This design comes from an exercise in tuning for a short achievable clock period on the open sky130 flow, not from production work. At most, simulation tests tie the RTL to the original design; equivalence was not proved. No functional check of the RTL was part of run 1. The clock cells of runs 2 and 3 come from the design's own scripts or RTL, not from TritonCTS. The flow treats the clock pin as an ideal source. Dropping or thinning the clock tree relies on that and would not hold on a real chip. No activity file was given, so power comes from the tool's default toggle rates.

===== config.mk =====
export PLATFORM = sky130hd
export DESIGN_NAME = ccsds_rx
export DESIGN_NICKNAME = ccsds_rx
export VERILOG_FILES = /design/flow/design.v
export SDC_FILE = /design/flow/constraint.sdc
export NUM_CORES = 4
export LEC_CHECK = 0
export ABC_CLOCK_PERIOD_IN_PS = 1600
export CAP_MARGIN = 20
export CORE_MARGIN = 2
export CORE_UTILIZATION = 60
export SETUP_SLACK_MARGIN = 2.4
export SLEW_MARGIN = 20
export TNS_END_PERCENT = 100

===== constraint.sdc =====
create_clock -name core_clock -period 4.0 [get_ports {clk}]
set_input_delay 0.8000 -clock core_clock [delete_from_list [all_inputs] [get_ports {clk}]]
set_output_delay 0.8000 -clock core_clock [all_outputs]
set_load 0.01 [all_outputs]

===== design.v =====
module ccsds_rx (
    input  wire        clk,
    input  wire        rst,             
    input  wire        in_valid,
    input  wire [7:0]  in_byte,
    input  wire        in_kind,         
    input  wire [8:0]  in_blen,         
    output reg         out_valid,
    output reg  [7:0]  out_byte,
    output reg         out_vc,          
    output reg         done,
    output reg  [1:0]  status,          
    output reg         frame_kind,
    output reg  [8:0]  frame_len,
    output reg  [7:0]  data_len,
    output reg  [15:0] ecf,
    output wire        bp_type,
    output wire [6:0]  bp_apid,
    output wire        bp_ecf_flag,
    output wire [3:0]  tf_tfvn,
    output wire [15:0] tf_scid,
    output wire        tf_sdid,
    output wire [5:0]  tf_vcid,
    output wire [3:0]  tf_mapid,
    output wire        tf_end_flag,
    output wire        tf_bypass,
    output wire        tf_command,
    output wire        tf_ocf,
    output wire [2:0]  tf_vc_length,
    output wire [2:0]  tf_constr_rule,
    output wire [4:0]  tf_protocol_id
);
    localparam [1:0] ST_OK = 2'd0, ST_LEN = 2'd1, ST_CRC = 2'd2;
    function [15:0] crc_step;
        input [15:0] reg_in;
        input [7:0]  b;
        integer k;
        reg [15:0] r;
        begin
            r = reg_in ^ {b, 8'h00};
            for (k = 0; k < 8; k = k + 1) begin
                if (r[15])
                    r = {r[14:0], 1'b0} ^ 16'h1021;
                else
                    r = {r[14:0], 1'b0};
            end
            crc_step = r;
        end
    endfunction
    reg rst_r;
    always @(posedge clk) rst_r <= rst;
    reg        s_v;
    reg [7:0]  s_b;
    reg        s_k;
    reg [8:0]  s_n;
    reg        s_m1a, s_mcf, s_mfc, s_m1d;
    reg        s_tf_last0;      
    reg        s_tf_lastn0;     
    reg        s_bp_short;      
    reg        s_bp_lastn1;     
    reg [4:0]  s_tf_hi, s_tf_him1;
    reg        s_tf_hz;
    reg [2:0]  s_bp_hi, s_bp_him1;
    reg        s_bp_hz;
    always @(posedge clk) begin
        s_v         <= in_valid & ~rst;
        s_b         <= in_byte;
        s_k         <= in_kind;
        s_n         <= in_blen;
        s_m1a       <= (in_byte == 8'h1A);
        s_mcf       <= (in_byte == 8'hCF);
        s_mfc       <= (in_byte == 8'hFC);
        s_m1d       <= (in_byte == 8'h1D);
        s_tf_last0  <= (in_blen == 9'd1);
        s_tf_lastn0 <= (in_blen == 9'd2);
        s_bp_short  <= ({1'b0, in_byte[6:0]} < (in_byte[7] ? 8'd4 : 8'd3));
        s_bp_lastn1 <= (in_byte[6:0] == 7'd3) && !in_byte[7];
        s_tf_hi     <= in_blen[8:4];
        s_tf_him1   <= in_blen[8:4] - 5'd1;
        s_tf_hz     <= (in_blen[8:4] == 5'd0);
        s_bp_hi     <= in_byte[6:4];
        s_bp_him1   <= in_byte[6:4] - 3'd1;
        s_bp_hz     <= (in_byte[6:4] == 3'd0);
    end
    reg        in_frame;
    reg [1:0]  hunt;            
    reg        first;           
    reg        bp1;             
    reg        lastn;           
    reg        kind;
    reg [4:0]  c_hi, c_him1;    
    reg        c_hz;            
    reg [3:0]  c_lo;
    reg [3:0]  ix_lo;           
    reg [4:0]  ix_hi, ix_hip1;
    reg [8:0]  pos;             
    wire fb     = s_v & in_frame;
    wire lastc  = first ? (s_k & s_tf_last0) : (bp1 ? s_bp_short : lastn);
    wire marker = (hunt == 2'd3) & s_m1d;
    reg [1:0] hunt_next;
    always @(*) begin
        if (hunt == 2'd1 && s_mcf)      hunt_next = 2'd2;
        else if (hunt == 2'd2 && s_mfc) hunt_next = 2'd3;
        else if (s_m1a)                 hunt_next = 2'd1;
        else                            hunt_next = 2'd0;
    end
    wire c_lo0 = (c_lo == 4'd0);
    always @(posedge clk) begin
        if (rst_r) begin
            in_frame <= 1'b0;
            hunt     <= 2'd0;
        end else if (s_v) begin
            if (!in_frame) begin
                if (marker) begin
                    in_frame <= 1'b1;
                    hunt     <= 2'd0;
                end else begin
                    hunt <= hunt_next;
                end
            end else if (lastc) begin
                in_frame <= 1'b0;
            end
        end
    end
    always @(posedge clk) begin
        if (s_v && !in_frame) begin
            first  <= 1'b1;
            bp1    <= 1'b0;
            ix_lo  <= 4'd0;
            ix_hi  <= 5'd0;
            ix_hip1 <= 5'd1;
            pos    <= 9'd1;
        end else if (fb) begin
            first <= 1'b0;
            bp1   <= first & ~s_k;
            pos   <= {pos[7:0], 1'b0};
            ix_lo <= ix_lo + 4'd1;
            if (ix_lo == 4'd15) begin
                ix_hi   <= ix_hip1;
                ix_hip1 <= ix_hip1 + 5'd1;
            end
            if (first) begin
                kind   <= s_k;
                lastn  <= s_k & s_tf_lastn0;
                c_hi   <= s_tf_hi;
                c_him1 <= s_tf_him1;
                c_hz   <= s_tf_hz;
                c_lo   <= s_n[3:0];
            end else if (bp1) begin
                lastn  <= s_bp_lastn1;
                c_hi   <= {2'b00, s_bp_hi};
                c_him1 <= {2'b00, s_bp_him1};
                c_hz   <= s_bp_hz;
                c_lo   <= s_b[3:0];
            end else begin
                lastn  <= c_hz & (c_lo == (kind ? 4'd3 : 4'd4));
                c_lo   <= c_lo - 4'd1;
                if (c_lo0) begin
                    c_hi   <= c_him1;
                    c_him1 <= c_him1 - 5'd1;
                    c_hz   <= (c_him1 == 5'd0);
                end
            end
        end
    end
    reg        t0_v, t0_fr, t0_last, t0_kind;
    reg [7:0]  t0_hsel;         
    reg [3:0]  t0_ixlo;
    reg [4:0]  t0_ixhi;
    reg [8:0]  t0_n;
    reg [7:0]  t0_b;
    always @(posedge clk) begin
        t0_v    <= s_v & ~rst_r;
        t0_fr   <= fb;
        t0_last <= lastc;
        t0_kind <= first ? s_k : kind;
        t0_hsel <= {8{fb}} & pos[7:0];
        t0_ixlo <= ix_lo;
        t0_ixhi <= ix_hi;
        t0_n    <= s_n;
        t0_b    <= s_b;
    end
    reg [7:0]  hdr0, hdr1, hdr2, hdr3, hdr4, hdr5, hdr6;
    reg [8:0]  fn;              
    reg        fkind;
    always @(posedge clk) begin
        if (t0_hsel[0]) begin
            hdr0  <= t0_b;
            fn    <= t0_n;
            fkind <= t0_kind;
        end
        if (t0_hsel[1]) hdr1 <= t0_b;
        if (t0_hsel[2]) hdr2 <= t0_b;
        if (t0_hsel[3]) hdr3 <= t0_b;
        if (t0_hsel[4]) hdr4 <= t0_b;
        if (t0_hsel[5]) hdr5 <= t0_b;
        if (t0_hsel[6]) hdr6 <= t0_b;
    end
    wire [3:0] c_off = t0_kind ? 4'd1 : 4'd2;
    reg        t1_v, t1_fr, t1_last, t1_kind;
    reg        t1_r0, t1_r1;    
    reg        t1_lt2, t1_lt5, t1_eq4, t1_lt8, t1_ge7;
    reg        t1_small;        
    reg [3:0]  t1_ixlo;
    reg [4:0]  t1_ixhi;
    reg [7:0]  t1_b;
    reg [15:0] t1_u;
    always @(posedge clk) begin
        t1_v     <= t0_v & ~rst_r;
        t1_fr    <= t0_fr;
        t1_last  <= t0_last;
        t1_kind  <= t0_kind;
        t1_r0    <= c_hz & (c_lo == c_off);
        t1_r1    <= c_hz & (c_lo == c_off + 4'd1);
        t1_small <= (t0_ixhi == 5'd0);
        t1_lt2   <= (t0_ixhi == 5'd0) && (t0_ixlo < 4'd2);
        t1_lt5   <= (t0_ixhi == 5'd0) && (t0_ixlo < 4'd5);
        t1_eq4   <= (t0_ixhi == 5'd0) && (t0_ixlo == 4'd4);
        t1_lt8   <= (t0_ixhi == 5'd0) && (t0_ixlo < 4'd8);
        t1_ge7   <= (t0_ixhi != 5'd0) || (t0_ixlo >= 4'd7);
        t1_ixlo  <= t0_ixlo;
        t1_ixhi  <= t0_ixhi;
        t1_b     <= t0_b;
        t1_u     <= crc_step(16'h0000, t0_b);
    end
    wire        bp_e   = hdr1[7];
    wire [6:0]  bp_l   = hdr1[6:0];
    wire        ef     = hdr3[0];
    wire [2:0]  vl     = hdr6[2:0];
    wire [15:0] tl     = {hdr4, hdr5};
    reg        d_bpe, d_ef, d_kind;
    reg [8:0]  d_flen;
    reg [8:0]  d_lm2, d_lm1;
    reg [3:0]  d_vend;
    reg [2:0]  d_vl;
    reg        a_bperr, a_n4, a_n7, a_n256, a_tlbig, a_tlsmall;
    reg        a_gthi, a_eqhi;              
    reg [3:0]  a_tlo, a_nlo;
    reg [7:0]  a_dlen;
    always @(posedge clk) begin
        d_bpe     <= bp_e;
        d_ef      <= ef;
        d_kind    <= fkind;
        d_vl      <= vl;
        d_vend    <= 4'd7 + {1'b0, vl};
        d_lm2     <= tl[8:0] - 9'd2;
        d_lm1     <= tl[8:0] - 9'd1;
        d_flen    <= !fkind ? {2'b00, bp_l} : (ef ? fn : tl[8:0]);
        a_bperr   <= ({1'b0, bp_l} < (bp_e ? 8'd4 : 8'd2));
        a_n4      <= (fn < 9'd4);
        a_n7      <= (fn < 9'd7);
        a_n256    <= (fn > 9'd256);
        a_tlbig   <= (tl[15:9] != 7'd0) || (tl[8] && tl[7:0] != 8'd0);
        a_tlsmall <= (tl[15:5] == 11'd0) && (tl[4:0] < 5'd10 + {2'd0, vl});
        a_gthi    <= (tl[8:4] > fn[8:4]);
        a_eqhi    <= (tl[8:4] == fn[8:4]);
        a_tlo     <= tl[3:0];
        a_nlo     <= fn[3:0];
        a_dlen    <= !fkind ? ({1'b0, bp_l} - (bp_e ? 8'd4 : 8'd2))
                            : (ef ? fn[7:0] - 8'd7 : tl[7:0] - 8'd10);
    end
    reg        t2_v, t2_fr, t2_last, t2_kind;
    reg        t2_r0, t2_r1, t2_lt2, t2_lt5, t2_eq4, t2_lt8, t2_ge7, t2_small;
    reg [3:0]  t2_ixlo;
    reg [4:0]  t2_ixhi;
    reg [7:0]  t2_b;
    reg [15:0] t2_u;
    always @(posedge clk) begin
        t2_v     <= t1_v & ~rst_r;
        t2_fr    <= t1_fr;
        t2_last  <= t1_last;
        t2_kind  <= t1_kind;
        t2_r0    <= t1_r0;
        t2_r1    <= t1_r1;
        t2_lt2   <= t1_lt2;
        t2_lt5   <= t1_lt5;
        t2_eq4   <= t1_eq4;
        t2_lt8   <= t1_lt8;
        t2_ge7   <= t1_ge7;
        t2_small <= t1_small;
        t2_ixlo  <= t1_ixlo;
        t2_ixhi  <= t1_ixhi;
        t2_b     <= t1_b;
        t2_u     <= t1_u;
    end
    reg        e_lenerr0;       
    reg        e_tlgtn;         
    reg [7:0]  d_dlen;
    always @(posedge clk) begin
        if (!d_kind)
            e_lenerr0 <= a_bperr;
        else if (d_ef)
            e_lenerr0 <= a_n4 | a_n7 | a_n256;
        else
            e_lenerr0 <= a_n4 | a_n7 | a_tlbig | a_tlsmall;
        e_tlgtn <= a_gthi | (a_eqhi & (a_tlo > a_nlo));
        d_dlen  <= (d_kind && !d_ef) ? a_dlen - {5'd0, d_vl} : a_dlen;
    end
    reg        d_lenerr;
    always @(posedge clk)
        d_lenerr <= e_lenerr0 | (d_kind & ~d_ef & e_tlgtn);
    reg        t3_v, t3_fr, t3_last, t3_kind;
    reg        t3_r0, t3_r1, t3_lt2, t3_lt5, t3_eq4, t3_lt8, t3_ge7;
    reg        t3_m2hi_eq, t3_m2hi_lt, t3_m2lo_eq, t3_m2lo_lt;
    reg        t3_m1hi_eq, t3_m1lo_eq;
    reg        t3_vlt, t3_veq;    
    reg [7:0]  t3_b;
    reg [15:0] t3_u;
    always @(posedge clk) begin
        t3_v       <= t2_v & ~rst_r;
        t3_fr      <= t2_fr;
        t3_last    <= t2_last;
        t3_kind    <= t2_kind;
        t3_r0      <= t2_r0;
        t3_r1      <= t2_r1;
        t3_lt2     <= t2_lt2;
        t3_lt5     <= t2_lt5;
        t3_eq4     <= t2_eq4;
        t3_lt8     <= t2_lt8;
        t3_ge7     <= t2_ge7;
        t3_m2hi_eq <= (t2_ixhi == d_lm2[8:4]);
        t3_m2hi_lt <= (t2_ixhi <  d_lm2[8:4]);
        t3_m2lo_eq <= (t2_ixlo == d_lm2[3:0]);
        t3_m2lo_lt <= (t2_ixlo <  d_lm2[3:0]);
        t3_m1hi_eq <= (t2_ixhi == d_lm1[8:4]);
        t3_m1lo_eq <= (t2_ixlo == d_lm1[3:0]);
        t3_vlt     <= t2_small && (t2_ixlo <  d_vend);
        t3_veq     <= t2_small && (t2_ixlo == d_vend);
        t3_b       <= t2_b;
        t3_u       <= t2_u;
    end
    wire m2_lt = t3_m2hi_lt | (t3_m2hi_eq & t3_m2lo_lt);     
    wire m2_eq = t3_m2hi_eq & t3_m2lo_eq;                    
    wire m1_eq = t3_m1hi_eq & t3_m1lo_eq;                    
    wire r_ge2 = ~t3_r0 & ~t3_r1;
    reg  c_range, c_data, c_vc, c_thi, c_tlo, c_df;
    always @(*) begin
        c_range = 1'b0; c_data = 1'b0; c_vc = 1'b0;
        c_thi = 1'b0; c_tlo = 1'b0; c_df = 1'b0;
        if (!t3_kind) begin
            c_range = t3_lt2 | r_ge2;
            c_data  = ~t3_lt2 & (~d_bpe | r_ge2);
            c_thi   = ~t3_lt2 & d_bpe & t3_r1;
            c_tlo   = ~t3_lt2 & d_bpe & t3_r0;
        end else if (d_ef) begin
            c_range = r_ge2;
            c_data  = ~t3_lt5 & r_ge2;
            c_tlo   = t3_r1;
            c_thi   = t3_r0;
            c_df    = t3_eq4;
        end else begin
            c_range = t3_lt8 | m2_lt;
            c_vc    = t3_ge7 & t3_vlt;
            c_df    = t3_veq;
            c_data  = ~t3_vlt & ~t3_veq & m2_lt;
            c_thi   = m2_eq;
            c_tlo   = m1_eq;
        end
    end
    wire       t3_f = t3_v & t3_fr;
    reg        t4_upd, t4_hold, t4_f, t4_last, t4_kind, t4_pay, t4_vc;
    reg        t4_thi, t4_tlo, t4_df;
    reg [7:0]  t4_b;
    reg [15:0] t4_u;
    always @(posedge clk) begin
        t4_upd  <= t3_f & c_range & ~rst_r;
        t4_hold <= ~t3_v | rst_r | (t3_fr & ~c_range);
        t4_f    <= t3_f & ~rst_r;
        t4_last <= t3_last;
        t4_kind <= t3_kind;
        t4_pay  <= t3_f & ~rst_r & (c_data | c_vc) & ~d_lenerr;
        t4_vc   <= c_vc;
        t4_thi  <= c_thi;
        t4_tlo  <= c_tlo;
        t4_df   <= c_df;
        t4_b    <= t3_b;
        t4_u    <= t3_u;
    end
    reg [15:0] crc;
    reg [7:0]  thi, tlo, hdf;
    reg        eqhi, eqlo;
    always @(posedge clk) begin
        out_valid <= t4_pay & ~rst & ~rst_r;
        out_byte  <= t4_b;
        out_vc    <= t4_vc;
        crc <= ({16{t4_upd}} & (crc_step(crc, 8'h00) ^ t4_u)) |
               ({16{t4_hold}} & crc);
        if (t4_f && t4_thi) begin
            thi  <= t4_b;
            eqhi <= (t4_b == crc[15:8]);
        end
        if (t4_f && t4_tlo) begin
            tlo  <= t4_b;
            eqlo <= (t4_b == crc[7:0]);
        end
        if (t4_f && t4_df) hdf <= t4_b;
    end
    reg        t5_end, t5_kind, t5_lenerr;
    always @(posedge clk) begin
        t5_end    <= t4_f & t4_last & ~rst_r;
        t5_kind   <= t4_kind;
        t5_lenerr <= d_lenerr;
    end
    reg [7:0] o_h0, o_h1, o_h2, o_h3, o_h6, o_df;
    always @(posedge clk) begin
        done <= t5_end & ~rst & ~rst_r;
        if (t5_lenerr)
            status <= ST_LEN;
        else if ((t5_kind | d_bpe) && !(eqhi && eqlo))
            status <= ST_CRC;
        else
            status <= ST_OK;
        frame_kind <= t5_kind;
        frame_len  <= d_flen;
        data_len   <= d_dlen;
        ecf        <= {thi, tlo};
        o_h0 <= hdr0;
        o_h1 <= hdr1;
        o_h2 <= hdr2;
        o_h3 <= hdr3;
        o_h6 <= hdr6;
        o_df <= hdf;
    end
    assign bp_type        = o_h0[7];
    assign bp_apid        = o_h0[6:0];
    assign bp_ecf_flag    = o_h1[7];
    assign tf_tfvn        = o_h0[7:4];
    assign tf_scid        = {o_h0[3:0], o_h1, o_h2[7:4]};
    assign tf_sdid        = o_h2[3];
    assign tf_vcid        = {o_h2[2:0], o_h3[7:5]};
    assign tf_mapid       = o_h3[4:1];
    assign tf_end_flag    = o_h3[0];
    assign tf_bypass      = o_h6[7];
    assign tf_command     = o_h6[6];
    assign tf_ocf         = o_h6[3];
    assign tf_vc_length   = o_h6[2:0];
    assign tf_constr_rule = o_df[7:5];
    assign tf_protocol_id = o_df[4:0];
endmodule

===== run.sh =====
#!/bin/bash
# synth_recipe.tcl (not shown) runs the flow's synth.tcl, then flattens the netlist and writes it again
# the make line also repeats each setting of config.mk as NAME=value (left out here)
make -C /OpenROAD-flow-scripts/flow DESIGN_CONFIG=/design/flow/config.mk WORK_HOME=/design/flow/orfs CLKGATE_MAP_FILE= SYNTH_SCRIPT=/design/flow/synth_recipe.tcl finish

==> flow_summary.toml, run 1 <==
[status]
status = "no timing/DRC/antenna violations"

[global_route]
grt_max_degree = 22
grt_overflow = 0
antenna_found_initial = 0
grt_use_total_pct = 20.8
grt_pass1_vias = 8352
grt_pass1_wl_um = 45100

[floorplan]
die_width_um = 166
start_util_pct = 60.7
core_area_um2 = 25800
dieArea_um2 = 27500
fp.dieH_um = 166
rows = 59
num_io_pins = 123

[clocking]
cts_tree = "yes"
clock_latency_ps = 540
cts_hold_buf = 0
cts_made_buffers = 47
clkTransAtPathRegs_ps = 60
htreeDepth = 2
cts-root-buf = "clkbuf_16"
clock-sinks = 515
cts.path.max_buffers = 3

[power_and_ir_drop]
ir_worst_vdd_mv = 0.424
power.share.sequential_pct = 54.8
switchingPower_w = 0.00192
p_comb_share_pct = 1.3
p_clk_share_pct = 43.8
leakage_nw = 7.87
cell_internal_pwr_w = 0.00805
power_density_nw_per_um2 = 516
switching_share_pct = 19.2

[route]
vias = 8753
vias_per_cell = 5.00
wirelength_um = 28900
drt_pre_antenna_iters = 5
wl_per_cell_um = 16.5
remaining_drc_errors = 0
ant_nets = 0
drt_iter0_drc = 510

[worst_setup_path]
critical-path-slowest-cell = "dfxtp_4"
path_max_fanout = 3
max_stage_delay_ps = 360
path_buf_inv = 1
cp_top_family = "flip-flops"
critical_path_class = "reg2out"
end_kind = "primary output"
path_depth = 1
cp.required_ps = 3200
worstPathArrival_ps = 1010
r2r_cells = 7
start_kind = "flip-flop"
crit_chain = "buf_6"

[synth]
syn_nets = 1266
synthesis.area_um2 = 15700
yosysTopAreaCell = "dfxtp_1"
ys.flop_type = "dfxtp_1"
synth_top_cell_area_share_pct = 52.7
yosysSeqAreaShare_pct = 72.2
synth.avg_cell_area_um2 = 13.2
ys_ff_latch = 515
synth_edf_count = 102
ys_top_cells_by_area = "dfxtp_1 53%, edfxtp_1 20%, ha_1 4.0%"
async_reset_ff_share_pct = 0
yosys_warnings = 1
synth_cells = 1193
yosysUniqueCellTypes = 59

[sta]
skew_ps = 16.6
fmax_mhz = 553
tightest_slew_ps = 901
finalWorstSetupSlack_ps = 2190
setup_tns_ps = 0
rsz0062_at_grt = "yes"
period_share_pct = 45.2
slew_headroom_pct = 39.9
hold_viol = 0
slew_viol_final = 0
setup_viol = 0
post-route-min-period_ps = 1810

[placed_design]
portBuffers = 122
pre_cts_slack_ps = 1800
gp_congestion = 0.812
place_area_um2 = 17200
dp_hpwl_um = 19700

[worst_hold_path]
hp-class = "reg2reg"
min_path_cells = 0

[cells_and_area]
final_cell_mix = "355 x dfxtp_1, 102 x edfxtp_1, 73 x nand2_1"
final_nets = 1450
final_common_cell = "dfxtp_1"
fin_area_um2 = 19300
area_delta_synth_final_pct = 23.2
drive_above_1_share_pct = 24.1

[flow_run]
maxCapViolations = 0
final cells by class:
cell class / instances / area [um^2]
multi-input cells: 569 / 4160
repair buffers: 170 / 1500
well taps: 335 / 419
clock inverters: 17 / 149
clock buffers: 69 / 1410
flip-flops and latches: 515 / 11400
fillers: 1747 / 6500
diodes: 1 / 2.50
inverters: 74 / 283
state kept, by name (all words and copies together), names as in the netlist, 9 cells and up:
signal	flops
fn	9
ecf	16
d_flen	9
t2_u	11
s_n	9
crc	16
t4_u	11
frame_len	9
t0_n	9
t3_u	11
d_lm1	9
power groups by stage:
stage,registers (W),logic [W],clock network [W]
final,0.00547,0.000131,0.00437
after global routing,0.00548,0.000145,0.00467
after CTS,0.00547,0.000130,0.00444
after detailed placement,0.00558,0.000134,0
after global placement,0.00558,0.000131,0
after floorplan,0.00555,0.0000880,0
routing by layer:
layer | track usage, % | wire length, um | vias up
met4 | 6.73 | 748 | 0
met1 | 28.8 | 13400 | 4093
li1 | - | - | 4375
met5 | 0 | 0 | -
met2 | 33.5 | 13400 | 233
met3 | 3.73 | 1390 | 52
timing repair:
item                                    CTS  global route
buffers inserted                         20            28
endpoints found under the setup margin  140           134
pin swaps                                 4            16
gates resized for setup                 514            82
cells in the mapped netlist, drive strengths merged, types with 2 or more instances:
| cell | n |
|---|---|
| o211ai | 3 |
| mux2i | 17 |
| nor3b | 9 |
| a21o | 4 |
| a211o | 2 |
| a32oi | 2 |
| a211oi | 3 |
| nor4 | 8 |
| xor2 | 38 |
| nand4 | 10 |
| a21oi | 30 |
| o21a | 4 |
| fa | 2 |
| dfxtp | 413 |
| inv | 74 |
| ha | 50 |
| mux2 | 6 |
| nand4b | 5 |
| nor4b | 2 |
| edfxtp | 102 |
| a31oi | 2 |
| xnor2 | 63 |
| or4 | 3 |
| and3 | 5 |
| o21ai | 56 |
| buf | 19 |
| nand2b | 8 |
| nand3 | 22 |
| nor2 | 62 |
| o22ai | 9 |
| nor2b | 22 |
| a22o | 3 |
| nor3 | 16 |
| clkbuf | 16 |
| a2111oi | 2 |
| nand2 | 75 |
| and2 | 11 |
| nand3b | 4 |
kinds of logic after synthesis:
| group | count (synthesis) | share of synthesized area [%] |
|---|---|---|
| compound gates | 125 | 4.75 |
| xor+xnor | 101 | 5.64 |
| fa+ha+maj | 52 | 4.24 |
| buf+inv | 109 | 2.87 |
| flops | 515 | 72.2 |
| mux | 23 | 1.52 |
| simple gates | 268 | 8.76 |
path summary, 6_finish.rpt:
kind	from	end	slack, ps
worst min-delay path	d_flen[6]	frame_len[6]	330
worst max register to register	hdr1[7]	a_dlen[5]	2340
worst min register to register	d_flen[6]	frame_len[6]	330
worst max-delay path	o_h1[7]	bp_ecf_flag	2190
metrics by stage:
stage / hold WS [ps] / total power (W) / instances / util, %
detailed placement: 312 / 0.00572 / 1615 / 66.4
global placement: 310 / 0.00571 / 1615 / 66.4
CTS: 325 / 0.0100 / 1721 / 72.7
floorplan: 310 / 0.00563 / 1193 / -
global route: 323 / 0.0103 / 1749 / 74.8
finish: 325 / 0.00997 / 1750 / 74.8
==> inputs of run 2 (changes only) <==
--- a/design.v
+++ b/design.v
@@ -205,5 +205,4 @@
     reg [4:0]  t1_ixhi;
     reg [7:0]  t1_b;
-    reg [15:0] t1_u;
     always @(posedge clk) begin
         t1_v     <= t0_v & ~rst_r;
@@ -222,5 +221,4 @@
         t1_ixhi  <= t0_ixhi;
         t1_b     <= t0_b;
-        t1_u     <= crc_step(16'h0000, t0_b);
     end
     wire        bp_e   = hdr1[7];
@@ -233,14 +231,16 @@
     reg [8:0]  d_lm2, d_lm1;
     reg [3:0]  d_vend;
-    reg [2:0]  d_vl;
+    reg [4:0]  a_10v;           
+    reg [7:0]  a_tl8;
     reg        a_bperr, a_n4, a_n7, a_n256, a_tlbig, a_tlsmall;
     reg        a_gthi, a_eqhi;              
     reg [3:0]  a_tlo, a_nlo;
-    reg [7:0]  a_dlen;
+    reg [7:0]  a_dl_bp, a_dl_tr;
     always @(posedge clk) begin
         d_bpe     <= bp_e;
         d_ef      <= ef;
         d_kind    <= fkind;
-        d_vl      <= vl;
+        a_10v     <= 5'd10 + {2'b00, vl};
+        a_tl8     <= tl[7:0];
         d_vend    <= 4'd7 + {1'b0, vl};
         d_lm2     <= tl[8:0] - 9'd2;
@@ -257,6 +257,6 @@
         a_tlo     <= tl[3:0];
         a_nlo     <= fn[3:0];
-        a_dlen    <= !fkind ? ({1'b0, bp_l} - (bp_e ? 8'd4 : 8'd2))
-                            : (ef ? fn[7:0] - 8'd7 : tl[7:0] - 8'd10);
+        a_dl_bp   <= {1'b0, bp_l} - (bp_e ? 8'd4 : 8'd2);
+        a_dl_tr   <= fn[7:0] - 8'd7;
     end
     reg        t2_v, t2_fr, t2_last, t2_kind;
@@ -265,5 +265,4 @@
     reg [4:0]  t2_ixhi;
     reg [7:0]  t2_b;
-    reg [15:0] t2_u;
     always @(posedge clk) begin
         t2_v     <= t1_v & ~rst_r;
@@ -282,9 +281,9 @@
         t2_ixhi  <= t1_ixhi;
         t2_b     <= t1_b;
-        t2_u     <= t1_u;
     end
     reg        e_lenerr0;       
     reg        e_tlgtn;         
-    reg [7:0]  d_dlen;
+    reg [7:0]  e_dl_nt, e_dl_bp, e_dl_tr;
+    reg        e_kind, e_ef;
     always @(posedge clk) begin
         if (!d_kind)
@@ -295,9 +294,16 @@
             e_lenerr0 <= a_n4 | a_n7 | a_tlbig | a_tlsmall;
         e_tlgtn <= a_gthi | (a_eqhi & (a_tlo > a_nlo));
-        d_dlen  <= (d_kind && !d_ef) ? a_dlen - {5'd0, d_vl} : a_dlen;
+        e_dl_nt <= a_tl8 - {3'd0, a_10v};
+        e_dl_bp <= a_dl_bp;
+        e_dl_tr <= a_dl_tr;
+        e_kind  <= d_kind;
+        e_ef    <= d_ef;
     end
     reg        d_lenerr;
-    always @(posedge clk)
+    reg [7:0]  d_dlen;
+    always @(posedge clk) begin
         d_lenerr <= e_lenerr0 | (d_kind & ~d_ef & e_tlgtn);
+        d_dlen   <= !e_kind ? e_dl_bp : (e_ef ? e_dl_tr : e_dl_nt);
+    end
     reg        t3_v, t3_fr, t3_last, t3_kind;
     reg        t3_r0, t3_r1, t3_lt2, t3_lt5, t3_eq4, t3_lt8, t3_ge7;
@@ -306,5 +312,4 @@
     reg        t3_vlt, t3_veq;    
     reg [7:0]  t3_b;
-    reg [15:0] t3_u;
     always @(posedge clk) begin
         t3_v       <= t2_v & ~rst_r;
@@ -328,5 +333,4 @@
         t3_veq     <= t2_small && (t2_ixlo == d_vend);
         t3_b       <= t2_b;
-        t3_u       <= t2_u;
     end
     wire m2_lt = t3_m2hi_lt | (t3_m2hi_eq & t3_m2lo_lt);     
@@ -375,5 +379,5 @@
         t4_df   <= c_df;
         t4_b    <= t3_b;
-        t4_u    <= t3_u;
+        t4_u    <= crc_step(16'h0000, t3_b);
     end
     reg [15:0] crc;
==> flow/run.sh (new file) <==
#!/bin/bash
# The standard layout (standard.sh), with one change: the clock tree is built
# by flow/clocktree.tcl (a two-level buffer tree, run as ORFS's pre-CTS hook)
# in place of clock_tree_synthesis. All of make's output goes to flow_make.log;
# each ORFS step keeps its own log under orfs/logs.
set -euo pipefail
export PRE_CTS_TCL="$PWD/flow/clocktree.tcl"
export CT_ROOTS=4 CT_LEAVES=16
bash standard.sh finish > flow_make.log 2>&1
==> flow/clocktree.tcl (new file) <==
# Pre-CTS hook: a two-level clock tree built by hand. The clock port drives
# a few root buffers, each root a few leaf buffers, each leaf a compact
# group of flip-flops (recursive bisection of the flip-flop positions).
# Every flip-flop is two buffers from the port, so the clock arrives at all
# of them at about the same time. clock_tree_synthesis then has nothing to do.

set ::ct_roots  [expr {[info exists ::env(CT_ROOTS)]  ? $::env(CT_ROOTS)  : 2}]
set ::ct_leaves [expr {[info exists ::env(CT_LEAVES)] ? $::env(CT_LEAVES) : 16}]
set ::ct_master [expr {[info exists ::env(CT_BUF)] ? $::env(CT_BUF) : "sky130_fd_sc_hd__clkbuf_16"}]

set ::ct_block [ord::get_db_block]
set ::ct_db    [ord::get_db]
set ::ct_clk   [$::ct_block findNet clk]
set ::ct_buf   [$::ct_db findMaster $::ct_master]

proc ct_center {it} {
    set inst [$it getInst]
    set bb [$inst getBBox]
    return [list [expr {([$bb xMin] + [$bb xMax]) / 2}] [expr {([$bb yMin] + [$bb yMax]) / 2}]]
}

# split a list of {x y item} into 2^levels groups of equal size
proc ct_bisect {pts levels} {
    if {$levels == 0 || [llength $pts] < 2} { return [list $pts] }
    set xs [lmap p $pts {lindex $p 0}]
    set ys [lmap p $pts {lindex $p 1}]
    set dx [expr {[tcl::mathfunc::max {*}$xs] - [tcl::mathfunc::min {*}$xs]}]
    set dy [expr {[tcl::mathfunc::max {*}$ys] - [tcl::mathfunc::min {*}$ys]}]
    set k [expr {$dx >= $dy ? 0 : 1}]
    set s [lsort -integer -index $k $pts]
    set h [expr {[llength $s] / 2}]
    return [concat [ct_bisect [lrange $s 0 [expr {$h - 1}]] [expr {$levels - 1}]] \
                   [ct_bisect [lrange $s $h end] [expr {$levels - 1}]]]
}

proc ct_centroid {pts} {
    set sx 0; set sy 0
    foreach p $pts { set sx [expr {$sx + [lindex $p 0]}]; set sy [expr {$sy + [lindex $p 1]}] }
    set n [llength $pts]
    return [list [expr {$sx / $n}] [expr {$sy / $n}]]
}

proc ct_make_buf {name x y} {
    
    set inst [odb::dbInst_create $::ct_block $::ct_buf $name]
    set w [$::ct_buf getWidth]
    set h [$::ct_buf getHeight]
    $inst setLocation [expr {$x - $w / 2}] [expr {$y - $h / 2}]
    $inst setPlacementStatus PLACED
    return $inst
}

proc ct_make_net {name} {
    
    set net [odb::dbNet_create $::ct_block $name]
    $net setSigType CLOCK
    return $net
}

set sinks {}
foreach it [$::ct_clk getITerms] {
    lappend sinks [concat [ct_center $it] [list $it]]
}
puts "clocktree: [llength $sinks] sinks, $::ct_roots roots, $::ct_leaves leaves"

set per_root [expr {$::ct_leaves / $::ct_roots}]
set root_levels [expr {int(round(log($::ct_roots) / log(2)))}]
set leaf_levels [expr {int(round(log($per_root) / log(2)))}]
set ri 0
set li 0
foreach rgroup [ct_bisect $sinks $root_levels] {
    set lgroups [ct_bisect $rgroup $leaf_levels]
    set lcent {}
    foreach g $lgroups { lappend lcent [ct_centroid $g] }
    set rc [ct_centroid $lcent]
    set rnet [ct_make_net "clknet_root_$ri"]
    set rinst [ct_make_buf "clkbuf_root_$ri" {*}$rc]
    [$rinst findITerm A] connect $::ct_clk
    [$rinst findITerm X] connect $rnet
    foreach g $lgroups c $lcent {
        set lnet [ct_make_net "clknet_leaf_$li"]
        set linst [ct_make_buf "clkbuf_leaf_$li" {*}$c]
        [$linst findITerm A] connect $rnet
        [$linst findITerm X] connect $lnet
        foreach p $g {
            set it [lindex $p 2]
            $it disconnect
            $it connect $lnet
        }
        incr li
    }
    incr ri
}
global_connect
set_propagated_clock [all_clocks]

# the tree is built: clock_tree_synthesis has nothing left to do
proc clock_tree_synthesis {args} {
    puts "clocktree: clock_tree_synthesis skipped, tree built by hand"
}
==> standard.sh (new file) <==
#!/bin/bash
# synth_recipe.tcl (not shown) runs the flow's synth.tcl, then flattens the netlist and writes it again
# the make line also repeats each setting of config.mk as NAME=value (left out here)
make -C /OpenROAD-flow-scripts/flow DESIGN_CONFIG=/design/flow/config.mk WORK_HOME=/design/flow/orfs CLKGATE_MAP_FILE= SYNTH_SCRIPT=/design/flow/synth_recipe.tcl "${@:-finish}"
--- a/config.mk
+++ b/config.mk
@@ -6,9 +6,9 @@
 export NUM_CORES = 4
 export LEC_CHECK = 0
-export ABC_CLOCK_PERIOD_IN_PS = 1600
+export ABC_CLOCK_PERIOD_IN_PS = 1400
 export CAP_MARGIN = 20
 export CORE_MARGIN = 2
 export CORE_UTILIZATION = 60
-export SETUP_SLACK_MARGIN = 2.4
+export SETUP_SLACK_MARGIN = 2.7
 export SLEW_MARGIN = 20
 export TNS_END_PERCENT = 100
removed: run.sh
==> flow_summary.toml, run 2 <==
[sta]
hold_viol = 0
setup_viol = 0
tightest_slew_ps = 595
skew_ps = 23.6
slew_viol_final = 0
setup_tns_ps = 0
fmax_mhz = 588
post-route-min-period_ps = 1700
period_share_pct = 42.5
finalWorstSetupSlack_ps = 2300
slew_headroom_pct = 60.3
rsz0062_at_grt = "yes"

[synth]
ys_top_cells_by_area = "dfxtp_1 54%, edfxtp_1 19%, ha_1 4.1%"
syn_nets = 1282
synth_most_common_cell = "dfxtp_1"
synth_top_cell_area_share_pct = 53.8
yosys_warnings = 1
synth_cells = 1207
async_reset_ff_share_pct = 0
yosysTopAreaCell = "dfxtp_1"
yosys-top-cells-count = "430 x dfxtp_1, 102 x edfxtp_1, 81 x inv_1"
synthesis.area_um2 = 16000
synth.avg_cell_area_um2 = 13.2
yosysUniqueCellTypes = 56
ys_ff_latch = 532
synth_edf_count = 102
ys.flop_type = "dfxtp_1"
yosysSeqAreaShare_pct = 73.0

[worst_setup_path]
crit_chain = "inv_2 > ha_4 > inv_2 > fa_2 > a21o_1 > a21o_1 > a21oi_2 > xor2_1"
critical_path_class = "reg2reg"
r2r_slack_ps = 2300
worstPathArrival_ps = 1970
path_buf_inv = 2
end_kind = "flip-flop"
path_max_fanout = 2
r2r_start = "a_tlo[0]"
r2r_cells = 8
start_kind = "flip-flop"
critical-path-slowest-cell = "fa_2"
cp_top_family = "adder cells"
rr_endpoint = "e_dl_nt[6]"
cp.required_ps = 4270
max_stage_delay_ps = 390

[cells_and_area]
filler_cell_count = 1795
antenna_cells = 0
final_common_cell = "dfxtp_1"
final_cell_mix = "365 x dfxtp_1, 102 x edfxtp_1, 68 x buf_6"
top_regs = "crc x16, ecf x16"
drive_above_1_share_pct = 26.4
final_nets = 1462
area_delta_synth_final_pct = 18.8

[route]
remaining_drc_errors = 0
wl_per_cell_um = 16.9
vias_per_cell = 5.04
ant_nets = 0
drt_pre_antenna_iters = 16
vias = 8677
wirelength_um = 29000
drt_iter0_drc = 513

[floorplan]
dieArea_um2 = 28000
fp.dieH_um = 167
die_width_um = 167
start_util_pct = 61.2
num_io_pins = 123
core_area_um2 = 26100
rows = 59

[flow_run]
maxCapViolations = 0

[power_and_ir_drop]
ir_worst_vdd_mv = 0.367
power_density_nw_per_um2 = 423
leakage_nw = 7.66

[global_route]
grt_use_total_pct = 19.9
grt_max_degree = 35
grt_pass1_vias = 8290
antenna_found_initial = 0
grt_overflow = 0
grt_pass1_wl_um = 44400

[placed_design]
portBuffers = 122
gp_congestion = 0.821
dp_hpwl_um = 19300
pre_cts_slack_ps = 1830

[clocking]
clkTransAtPathRegs_ps = 120
clock_latency_ps = 350
cts_hold_buf = 0

[worst_hold_path]
hold_path_end = "t2_ixlo[2]"
min-delay-start = "t1_ixlo[2]"
hp-class = "reg2reg"
min_path_cells = 0

[status]
status = "no timing/DRC/antenna violations"
-- run 2: per-layer routing --
metal / wire, um / global-route usage, % / share of wire, %
met1: 13700 / 29.4 / 47
met2: 13700 / 33.2 / 47
met3: 1140 / 1.73 / 3.9
met4: 479 / 2.80 / 1.7
met5: 0 / 0 / 0
-- run 2: per-stage QoR --
step / hold slack [ps] / instances / instance area, um^2 / utilization (%) / power, W
2_1_floorplan: 310 / 1207 / 16100 / - / 0.00578
4_1_cts: 335 / 1708 / 18500 / 70.7 / 0.00808
3_5_place_dp: 312 / 1630 / 17600 / 67.3 / 0.00586
6_report: 332 / 1720 / 19000 / 72.7 / 0.00805
3_3_place_gp: 310 / 1630 / 17600 / 67.3 / 0.00586
5_1_grt: 339 / 1720 / 19000 / 72.7 / 0.00830
-- run 2: power breakdown --
| part | internal [W] | total [W] | switching [W] | leakage (nW) |
|---|---|---|---|---|
| logic | 0.0000763 | 0.000143 | 0.0000671 | 2.91 |
| clock network | 0.000916 | 0.00231 | 0.00139 | 0.246 |
| registers | 0.00553 | 0.00560 | 0.0000711 | 4.50 |
| total | 0.00652 | 0.00805 | 0.00153 | 7.66 |
-- run 2: worst max path at each step --
stage | startpoint | endpoint | slack [ps] | depth (start not counted)
final | a_tlo[0] | e_dl_nt[6] | 2300 | 8
after CTS | a_tlo[0] | e_dl_nt[6] | 2300 | 8
after global routing | a_tlo[0] | e_dl_nt[6] | 2240 | 8
after detailed placement | in_blen[5] | s_tf_lastn0 | 1830 | 6
after global placement | in_blen[5] | s_tf_lastn0 | 1880 | 6
after floorplan | a_tlo[0] | e_dl_nt[6] | 2450 | 8
-- run 2: kinds of logic after synthesis --
family | synth area share (%)
xor+xnor | 5.48
flops | 73.0
compound gates | 4.71
mux | 1.53
fa+ha+maj | 4.32
buf+inv | 3.02
simple gates | 7.96
-- run 2: worst register-to-register path: stages (launching register included) --
cell     delay, ps
dfxtp_2        350
inv_2           70
ha_4           130
inv_2           40
fa_2           390
a21o_1         190
a21o_1         200
a21oi_2        130
xor2_1         140
-- run 2: timing repair --
item                       4_1_cts  5_1_grt
pin swaps                       33       26
hold endpoints to repair         0        0
buffers inserted                58       12
setup endpoints to repair      207      203
resized for setup              584      107
-- run 2: cell type report --
cell class | instances | area (um^2) | share of cell area (%)
sequential | 532 | 11800 | 61.9
inverter | 81 | 333 | 1.75
tap | 335 | 419 | 2.21
buffer | 20 | 500 | 2.63
timing repair buffer | 192 | 1630 | 8.57
multi-input combinational | 560 | 4350 | 22.9
==> inputs of run 3 (changes only) <==
--- a/flow/run.sh
+++ b/flow/run.sh
@@ -6,4 +6,4 @@
 set -euo pipefail
 export PRE_CTS_TCL="$PWD/flow/clocktree.tcl"
-export CT_ROOTS=4 CT_LEAVES=16
+export CT_ROOTS=2 CT_LEAVES=16
 bash standard.sh finish > flow_make.log 2>&1
==> flow_summary.toml, run 3 <==
[cells_and_area]
drive_above_1_share_pct = 26.5
filler_cell_count = 1797
top_regs = "crc x16, ecf x16"
final_nets = 1461
utilization_pct = 72.6
area_delta_synth_final_pct = 18.6
antenna_cells = 0
final_common_cell = "dfxtp_1"
final_cell_mix = "363 x dfxtp_1, 102 x edfxtp_1, 70 x buf_6"

[floorplan]
rows = 59
dieArea_um2 = 28000
num_io_pins = 123
start_util_pct = 61.2
die_width_um = 167
core_area_um2 = 26100
fp.dieH_um = 167

[synth]
yosys_warnings = 1
synth_cells = 1207
synthesis.area_um2 = 16000
synth_edf_count = 102
yosysTopAreaCell = "dfxtp_1"
yosysSeqAreaShare_pct = 73.0
async_reset_ff_share_pct = 0
yosysUniqueCellTypes = 56
ys_top_cells_by_area = "dfxtp_1 54%, edfxtp_1 19%, ha_1 4.1%"
yosys-top-cells-count = "430 x dfxtp_1, 102 x edfxtp_1, 81 x inv_1"
syn_nets = 1282
synth.avg_cell_area_um2 = 13.2
synth_most_common_cell = "dfxtp_1"
ys.flop_type = "dfxtp_1"
ys_ff_latch = 532
synth_top_cell_area_share_pct = 53.8

[worst_setup_path]
path_buf_inv = 1
crit_chain = "buf_6"
worstPathArrival_ps = 900
critical_path_class = "reg2out"
cp_top_family = "flip-flops"
r2r_slack_ps = 2320
path_max_fanout = 5
end_kind = "primary output"
critical-path-slowest-cell = "dfxtp_4"
r2r_cells = 8
max_stage_delay_ps = 400
start_kind = "flip-flop"
cp.required_ps = 3200
r2r_start = "a_10v[0]"
rr_endpoint = "e_dl_nt[6]"

[global_route]
antenna_found_initial = 0
gr-usage-met1_pct = 29.4
gr-usage-met2_pct = 33.4
grt_max_degree = 35
grt_pass1_vias = 8304
grtUsageMet3_pct = 1.77
busiest_layer = "met2"
grt_use_total_pct = 19.9
grt_pass1_wl_um = 44400
grt_overflow = 0

[sta]
period_share_pct = 42.6
tightest_slew_ps = 602
holdWs_ps = 333
slew_viol_final = 0
fmax_mhz = 587
hold_viol = 0
finalWorstSetupSlack_ps = 2300
skew_ps = 16.0
post-route-min-period_ps = 1700
rsz0062_at_grt = "yes"
setup_viol = 0
setup_tns_ps = 0
slew_headroom_pct = 59.8

[route]
ant_nets = 0
vias = 8693
drt_iter0_drc = 566
remaining_drc_errors = 0
wl_per_cell_um = 16.9
vias_per_cell = 5.06
drt_pre_antenna_iters = 15
wirelength_um = 29100

[placed_design]
gp_congestion = 0.821
pre_cts_slack_ps = 1830
dp_hpwl_um = 19300
portBuffers = 122

[power_and_ir_drop]
switchingPower_w = 0.00154
cell_internal_pwr_w = 0.00643
switching_share_pct = 19.3
p_clk_share_pct = 27.9
power_density_nw_per_um2 = 420
leakage_nw = 7.65
p_comb_share_pct = 1.8
power_w = 0.00797
power.share.sequential_pct = 70.3
ir_worst_vdd_mv = 0.352

[worst_hold_path]
hp-class = "reg2reg"
min-delay-start = "d_dlen[6]"
min_path_cells = 0
hold_path_end = "data_len[6]"

[clocking]
cts_hold_buf = 0
clkTransAtPathRegs_ps = 110
clock_latency_ps = 400

[flow_run]
maxCapViolations = 0

[status]
status = "no timing/DRC/antenna violations"
run 3: per-layer routing:
| metal | vias to the layer above | share of wire [%] |
|---|---|---|
| met2 | 168 | 48 |
| met3 | 25 | 4.0 |
| met4 | 0 | 1.3 |
| met5 | - | 0 |
| li1 | 4349 | - |
| met1 | 4151 | 47 |
run 3: power groups by stage:
| stage | Combinational [W] | Clock (W) | Sequential, W |
|---|---|---|---|
| global route | 0.000158 | 0.00246 | 0.00561 |
| global placement | 0.000137 | 0 | 0.00572 |
| finish | 0.000143 | 0.00223 | 0.00560 |
| detailed placement | 0.000140 | 0 | 0.00572 |
| CTS | 0.000135 | 0.00227 | 0.00560 |
| floorplan | 0.0000922 | 0 | 0.00568 |
run 3: kinds of logic after synthesis:
logic type,synth area share [%]
AOI/OAI and AO/OA,4.71
xor gates and xnor gates,5.48
adders and majority gates,4.32
buffers and inverters,3.02
DFF,73.0
muxes,1.53
and+or+nand+nor,7.96
run 3: timing repair:
| action | CTS | global route |
|---|---|---|
| setup endpoints to repair | 207 | 208 |
| gates resized for setup | 577 | 109 |
| pin swaps | 36 | 38 |
| buffers inserted | 60 | 11 |
run 3: how the worst max path moves through the flow:
stage,from,end,cells past startpoint
after CTS,a_10v[0],e_dl_nt[6],8
after detailed placement,in_blen[5],s_tf_lastn0,6
final,o_h1[7],bp_ecf_flag,1
after floorplan,a_tlo[0],e_dl_nt[6],8
after global placement,in_blen[5],s_tf_lastn0,6
after global routing,o_h1[7],tf_scid[11],1
run 3: through the flow:
| stage | instances | instance area [um^2] |
|---|---|---|
| after global placement | 1630 | 17600 |
| after global routing | 1719 | 19000 |
| after detailed placement | 1630 | 17600 |
| final | 1719 | 19000 |
| after CTS | 1708 | 18500 |
| after floorplan | 1207 | 16100 |
run 3: final cells by class:
type	count	area, um^2	share of cell area [%]
Buffer	18	450	2.38
Inverter	81	333	1.75
Multi-Input combinational cell	560	4360	23.0
Sequential cell	532	11800	62.1
Tap cell	335	419	2.21
Timing Repair Buffer	193	1630	8.60

re-timing with driven ports:
How much do the figures lean on ideal ports? The routed layouts below were timed once more, with nothing changed but the port constraints. Step 1, drivers: a clkbuf_16 drives clk and a buf_2 each remaining input, both assumed. Step 2 also shifts input and output timing later by t, the mid clock arrival at the registers, as if the neighbouring blocks saw the same clock. Slacks: no drivers / after step 1 / after step 2; pairs: no drivers / after step 1.
| run | shift t [ns] | setup slack, ns | worst hold slack (ns) | latest minus earliest clock arrival (ns) | slew at the worst register clock pin (ns) |
|---|---|---|---|---|---|
| run 1 | 0.579 | 2.190 / 2.142 / 1.943 | 0.325 / 0.325 / 0.325 | 0.017 / 0.017 | 0.06 / 0.06 |
| run 2 | 0.439 | 2.300 / 2.242 / 2.300 | 0.332 / 0.332 / 0.332 | 0.027 / 0.027 | 0.12 / 0.12 |
| run 3 | 0.458 | 2.296 / 2.232 / 2.296 | 0.333 / 0.333 / 0.333 | 0.021 / 0.020 | 0.12 / 0.12 |
After both steps every run listed still meets setup and hold. The setup slack of run 1, which loses most, moves by -0.048 ns with the drivers and by -0.247 ns with both steps.
